Context: an optimization exercise on an open-source flow, tuned for small area, a short achievable clock period and few clock cycles. The choices shown serve that exercise and are no tape-out recipe.
Power is estimated from default activity; no workload was simulated.

## cpu4
module cpu4 (
    input  wire       clk,
    input  wire       rst,         
    output wire [7:0] rom_addr,
    input  wire [7:0] rom_data,
    input  wire       img_we,
    input  wire [3:0] img_addr,
    input  wire [3:0] img_data,
    input  wire       in_valid,
    input  wire [3:0] in_data,
    input  wire [3:0] sw_toggle,
    output wire       out_valid,
    output wire [3:0] out_data,
    output wire [3:0] led,
    output wire [3:0] sw,
    output wire       waiting,
    output wire       halted
);
    reg  [7:0] pc;
    reg  [3:0] acc;
    reg        zf, cf;
    reg  [4:0] sp;            
    reg  [3:0] ram   [0:15];
    reg  [7:0] stack [0:15];  
    reg  [3:0] led_r;
    reg  [3:0] sw_r;
    reg        jp;            
    reg        wt;            
    reg        ht;            
    reg        ov;            
    wire [3:0] op = rom_data[7:4];
    wire [3:0] n  = rom_data[3:0];
  ...
==> flow/config.mk <==
export PLATFORM = sky130hd
export DESIGN_NAME = cpu4
export DESIGN_NICKNAME = cpu4
export VERILOG_FILES = /design/flow/design.v
export SDC_FILE = /design/flow/constraint.sdc
export NUM_CORES = 4
export LEC_CHECK = 0
export ABC_CLOCK_PERIOD_IN_PS = 3000
export CAP_MARGIN = 20
export CORE_MARGIN = 2
export CORE_UTILIZATION = 40
export SETUP_SLACK_MARGIN = 1.2
export SLEW_MARGIN = 20
==> flow/constraint.sdc <==
create_clock -name core_clock -period 5.0 [get_ports {clk}]
set_input_delay 1.0000 -clock core_clock [delete_from_list [all_inputs] [get_ports {clk}]]
set_output_delay 1.0000 -clock core_clock [all_outputs]
set_load 0.01 [all_outputs]
run.sh (not shown) runs the stock make flow with config.mk's settings and CLKGATE_MAP_FILE= SYNTH_SCRIPT=/design/flow/synth_recipe.tcl, a recipe that flattens the netlist after the stock synthesis.
The first run completed without violations.
Change:
ABC_CLOCK_PERIOD_IN_PS = 2500   (was 3000)
SETUP_SLACK_MARGIN = 2.0   (was 1.2)
What happened: Global-route usage climbs by 1.6 points. Cell area climbs by 14%. Power climbs by 3.3%. Routed wire length climbs by about 9%. Via count climbs by 7.6%. Flip-flop and latch count is unchanged. Area after synthesis does not change.
Change:
ABC_CLOCK_PERIOD_IN_PS = default   (was 2500)
SETUP_SLACK_MARGIN = default   (was 2.0)
Non-clock buffer count went down by 74.
Final area falls by roughly a tenth.
First-iteration DRC count went down by a little under a tenth.
Global-route usage goes down by 1.8 points.
Core utilization decreases by 6.9 points.
Function was not checked in any run of this note: the RTL went through the layout flow alone.

---

## T
The RTL this note starts from:
==> flow/design.v <==
module cpu4 (
    input  wire       clk,
    input  wire       rst,         
    output wire [7:0] rom_addr,
    input  wire [7:0] rom_data,
    input  wire       img_we,
    input  wire [3:0] img_addr,
    input  wire [3:0] img_data,
    input  wire       in_valid,
    input  wire [3:0] in_data,
    input  wire [3:0] sw_toggle,
    output wire       out_valid,
    output wire [3:0] out_data,
    output wire [3:0] led,
    output wire [3:0] sw,
    output wire       waiting,
    output wire       halted
);
    reg  [7:0] pc;
    reg  [7:0] ir;            
    reg        iv;            
    reg  [3:0] opv;           
    reg        c_sta;         
    reg        c_stai;        
    reg        c_push;        
    reg        c_zmod;        
    reg        c_cmod;        
    reg        c_kill;        
    reg        c_stk;         
    reg        clr_p;         
    reg        jp;            
    reg  [3:0] acc;
    reg        zs;            
    reg        zsave;         
    reg        cf;
    reg  [3:0] spm;           
    reg        s_empty;       
    reg        s_full;        
    reg  [3:0] ram   [0:15];
    reg  [7:0] stack [0:15];  
    reg  [3:0] led_r;
    reg  [3:0] sw_r;
    reg        wt;            
    reg        ht;            
    reg        ov;            
    wire [3:0] op = ir[7:4];
    wire [3:0] n  = ir[3:0];
    wire       e_ext  = (op == 4'hF);
    wire       e_rst  = iv & e_ext & (n == 4'h1);
    wire       e_pop  = iv & e_ext & (n == 4'h5) & ~s_empty;
    wire       e_ret  = iv & e_ext & (n == 4'h6) & ~s_empty;    
    wire       e_push = iv & c_push & ~s_full;
    wire       kill   = iv & c_kill;
    wire [7:0] stk_top = stack[spm];
    wire [3:0] ram_ind = ram[opv];
    wire [4:0] sum     = {1'b0, acc} + {1'b0, opv};
    wire [4:0] diff    = {1'b0, acc} - {1'b0, opv};
    wire [7:0] pc_inc  = pc + 8'd1;
    wire [7:0] pc_inc2 = pc + 8'd2;
    wire       zf      = zs ? (acc == 4'd0) : zsave;
    reg  [3:0] acc_e;
    reg        zs_e, zsave_e, cf_e;
    always @(*) begin
        acc_e   = acc;
        zs_e    = zs;
        zsave_e = zsave;
        cf_e    = cf;
        case (op)
        4'h1: begin acc_e = opv; zs_e = 1'b1; end
        4'h2: begin acc_e = n; zs_e = 1'b1; end
        4'h4: begin acc_e = sum[3:0]; cf_e = sum[4]; zs_e = 1'b1; end
        4'h5: begin acc_e = diff[3:0]; cf_e = diff[4]; zs_e = 1'b1; end
        4'h6: begin acc_e = acc & opv; zs_e = 1'b1; end
        4'h7: begin acc_e = acc | opv; zs_e = 1'b1; end
        4'h8: begin acc_e = acc ^ opv; zs_e = 1'b1; end
        4'h9: begin acc_e = ram_ind; zs_e = 1'b1; end
        4'hF: begin
            case (n)
            4'h1: begin acc_e = 4'd0; zs_e = 1'b0; zsave_e = 1'b0; cf_e = 1'b0; end
            4'h3: begin acc_e = ~acc; zs_e = 1'b1; end
            4'h5: if (!s_empty) begin acc_e = stk_top[3:0]; zs_e = 1'b0; zsave_e = zf; end
            default: ;
            endcase
        end
        default: ;
        endcase
    end
    wire       ram_clr = rst | clr_p;
    wire [3:0] ram_wd  = ram_clr ? 4'd0 : img_we ? img_data : wt ? in_data : acc;
    integer i;
    always @(posedge clk) begin
        for (i = 0; i < 16; i = i + 1)
            if (ram_clr || (img_we && img_addr == i) || (wt && in_valid && i == 14) ||
                (iv && c_sta && n == i) || (iv && c_stai && opv == i))
                ram[i] <= ram_wd;
    end
    wire [7:0] stk_wd = (op == 4'hE) ? pc_inc : {4'd0, acc};
    always @(posedge clk) begin
        for (i = 0; i < 16; i = i + 1)
            if (e_push && spm == ((i + 15) % 16))
                stack[i] <= stk_wd;
    end
    wire [3:0] f_op  = rom_data[7:4];
    wire [3:0] f_n   = rom_data[3:0];
    wire       f_ret = (rom_data == 8'hF6);
    wire       f_br  = ~jp & iv & (((f_op == 4'hC) & c_zmod) | ((f_op == 4'hD) & c_cmod) |
                                   (f_ret & c_stk));
    wire       f_go  = ~kill & ~ht & ~wt & ~img_we & ~clr_p & ~f_br;
    wire       f_fwd = iv & ((c_sta & (n == f_n)) | (c_stai & (opv == f_n)));
    wire [3:0] f_opv = f_fwd ? acc : ram[f_n];
    wire       d_zmod = (f_op == 4'h1) | (f_op == 4'h2) | (f_op == 4'h4) | (f_op == 4'h5) |
                        (f_op == 4'h6) | (f_op == 4'h7) | (f_op == 4'h8) | (f_op == 4'h9) |
                        (rom_data == 8'hF3);
    wire       d_cmod = (f_op == 4'h4) | (f_op == 4'h5);
    wire       d_kill = (rom_data == 8'h1E) | (rom_data == 8'hF0) | (rom_data == 8'hF1);
    wire       d_stk  = (f_op == 4'hE) | (rom_data == 8'hF4) | (rom_data == 8'hF5) | f_ret;
    always @(posedge clk) begin
        ir     <= rom_data;
        opv    <= f_opv;
        c_sta  <= (f_op == 4'h3);
        c_stai <= (f_op == 4'hA);
        c_push <= (f_op == 4'hE) | (rom_data == 8'hF4);
        c_zmod <= d_zmod;
        c_cmod <= d_cmod;
        c_kill <= d_kill;
        c_stk  <= d_stk;
    end
    always @(posedge clk) begin
        if (rst) begin
            pc      <= 8'd0;
            iv      <= 1'b0;
            jp      <= 1'b0;
            acc     <= 4'd0;
            zs      <= 1'b0;
            zsave   <= 1'b0;
            cf      <= 1'b0;
            spm     <= 4'd15;
            s_empty <= 1'b1;
            s_full  <= 1'b0;
            led_r   <= 4'd0;
            wt      <= 1'b0;
            ht      <= 1'b0;
            ov      <= 1'b0;
            clr_p   <= 1'b0;
        end else begin
            clr_p <= e_rst;
            ov <= iv & (ir == 8'hF2);
            if (iv) begin
                acc   <= acc_e;
                zs    <= zs_e;
                zsave <= zsave_e;
                cf    <= cf_e;
            end else if (wt && in_valid) begin
                acc <= in_data;
                zs  <= 1'b1;
                wt  <= 1'b0;
            end
            if (iv && ir == 8'h1E) wt <= 1'b1;
            if (iv && ir == 8'hF0) ht <= 1'b1;
            if (iv && c_sta && n == 4'd15) led_r <= acc;
            if (e_push) begin
                spm     <= spm + 4'd1;
                s_empty <= 1'b0;
                s_full  <= (spm == 4'd14);
            end
            if (e_pop || e_ret) begin
                spm     <= spm - 4'd1;
                s_full  <= 1'b0;
                s_empty <= (spm == 4'd0);
            end
            if (e_rst) begin
                spm     <= 4'd15;
                s_empty <= 1'b1;
                s_full  <= 1'b0;
                led_r   <= 4'd0;
            end
            if (e_rst) pc <= 8'd0;
            iv <= 1'b0;
            if (f_go) begin
                if (jp) begin
                    pc <= rom_data;
                    jp <= 1'b0;
                end else begin
                    case (f_op)
                    4'hB: begin
                        pc <= pc_inc;
                        jp <= 1'b1;
                    end
                    4'hC: begin
                        if (zf) begin pc <= pc_inc; jp <= 1'b1; end
                        else pc <= pc_inc2;
                    end
                    4'hD: begin
                        if (cf) begin pc <= pc_inc; jp <= 1'b1; end
                        else pc <= pc_inc2;
                    end
                    default: begin
                        pc     <= (f_ret && !s_empty) ? stk_top : pc_inc;
                        jp     <= (f_op == 4'hE);
                        iv     <= 1'b1;
                    end
                    endcase
                end
            end
        end
    end
    always @(posedge clk) begin
        if (rst)
            sw_r <= 4'd0;
        else
            sw_r <= sw_r ^ sw_toggle;
    end
    assign rom_addr  = pc;
    assign out_valid = ov;
    assign out_data  = acc;
    assign led       = led_r;
    assign sw        = sw_r;
    assign waiting   = wt;
    assign halted    = ht;
endmodule
Settings: LEC_CHECK=0, ABC_CLOCK_PERIOD_IN_PS=2200, CAP_MARGIN=20, CORE_MARGIN=2, CORE_UTILIZATION=40, CTS_BUF_LIST=sky130_fd_sc_hd__clkbuf_16, CTS_CLUSTER_DIAMETER=80, CTS_CLUSTER_SIZE=22, SETUP_SLACK_MARGIN=2.6, SLEW_MARGIN=20; clock period 5.0 ns.
standard.sh (not shown) runs the stock make flow with config.mk's settings and CLKGATE_MAP_FILE= SYNTH_SCRIPT=/design/flow/synth_recipe.tcl, a recipe that flattens the netlist after the stock synthesis.
==> flow/flow/run.sh <==
#!/bin/bash
# The standard layout (standard.sh: the standard flow's synthesis and ORFS flow, unchanged),
# with the ports buffered by sky130_fd_sc_hd__buf_2 instead of the cell
# buffer_ports picks by default. Every port still gets its own buffer.
set -euo pipefail
export BUFFER_PORTS_ARGS="-buffer_cell sky130_fd_sc_hd__buf_2"
bash standard.sh finish > standard.log 2>&1
## Diff of input files: Q against T
--- a/flow/config.mk
+++ b/flow/config.mk
@@ -6,5 +6,4 @@
 export NUM_CORES = 4
 export LEC_CHECK = 0
-export ABC_CLOCK_PERIOD_IN_PS = 2200
 export CAP_MARGIN = 20
 export CORE_MARGIN = 2
@@ -13,4 +12,4 @@
 export CTS_CLUSTER_DIAMETER = 80
 export CTS_CLUSTER_SIZE = 22
-export SETUP_SLACK_MARGIN = 2.6
+export SETUP_SLACK_MARGIN = 2.75
 export SLEW_MARGIN = 20
==> comparison <==
NOTE routed metal-1 wirelength T->Q decreased by a few percent
Compare T and Q | fraction of met1 tracks used by global routing lower: Q
Taking T as the reference, in Q final wirelength shows an increase of about 2.7%; sequential share of cell area shows a reduction of 1.5 points.
The sum of met2 wire segment lengths after detailed routing in Q was higher than what T gave.
No run of this note included a check of the RTL's function; only the layout flow was run.

re-timing with driven ports:
In the flow no input, the clock included, has a driving cell. The finished layouts below were timed again as built, in two steps. Step 1, drivers: a clkbuf_16 drives clk and a buf_2 each remaining input, both assumed. Step 2 moves the port delays by t, midway between the first and last clock arrival at a register: inputs arrive t later, outputs are due t later. That takes back most of the time a late clock gives input paths. a / b / c = ideal ports / drivers / drivers and shift; a / b = the first two.
run | t (ns) | slack for setup (ns) | hold WS [ns] | clock arrival spread, ns | worst slew at a driven data input, ns
the first run of note 1 | 0.583 | 1.346 / 1.364 / 0.781 | 0.450 / 0.450 / 0.450 | 0.025 / 0.025 | 0.04
the second run of note 1 | 0.578 | 1.617 / 1.611 / 1.034 | 0.457 / 0.457 / 0.457 | 0.033 / 0.033 | 0.07
the third run of note 1 | 0.591 | 0.823 / 0.851 / 0.261 | 0.456 / 0.456 / 0.456 | 0.015 / 0.015 | 0.04
T | 0.551 | 2.556 / 2.556 / 2.092 | 0.472 / 0.472 / 0.472 | 0.037 / 0.037 | 0.06
Q | 0.563 | 2.576 / 2.576 / 2.225 | 0.486 / 0.486 / 0.486 | 0.047 / 0.048 | 0.04
After both steps setup and hold are still met in every run listed. The setup slack of the second run of note 1, which loses most, moves by -0.006 ns with the drivers and by -0.583 ns with both steps.
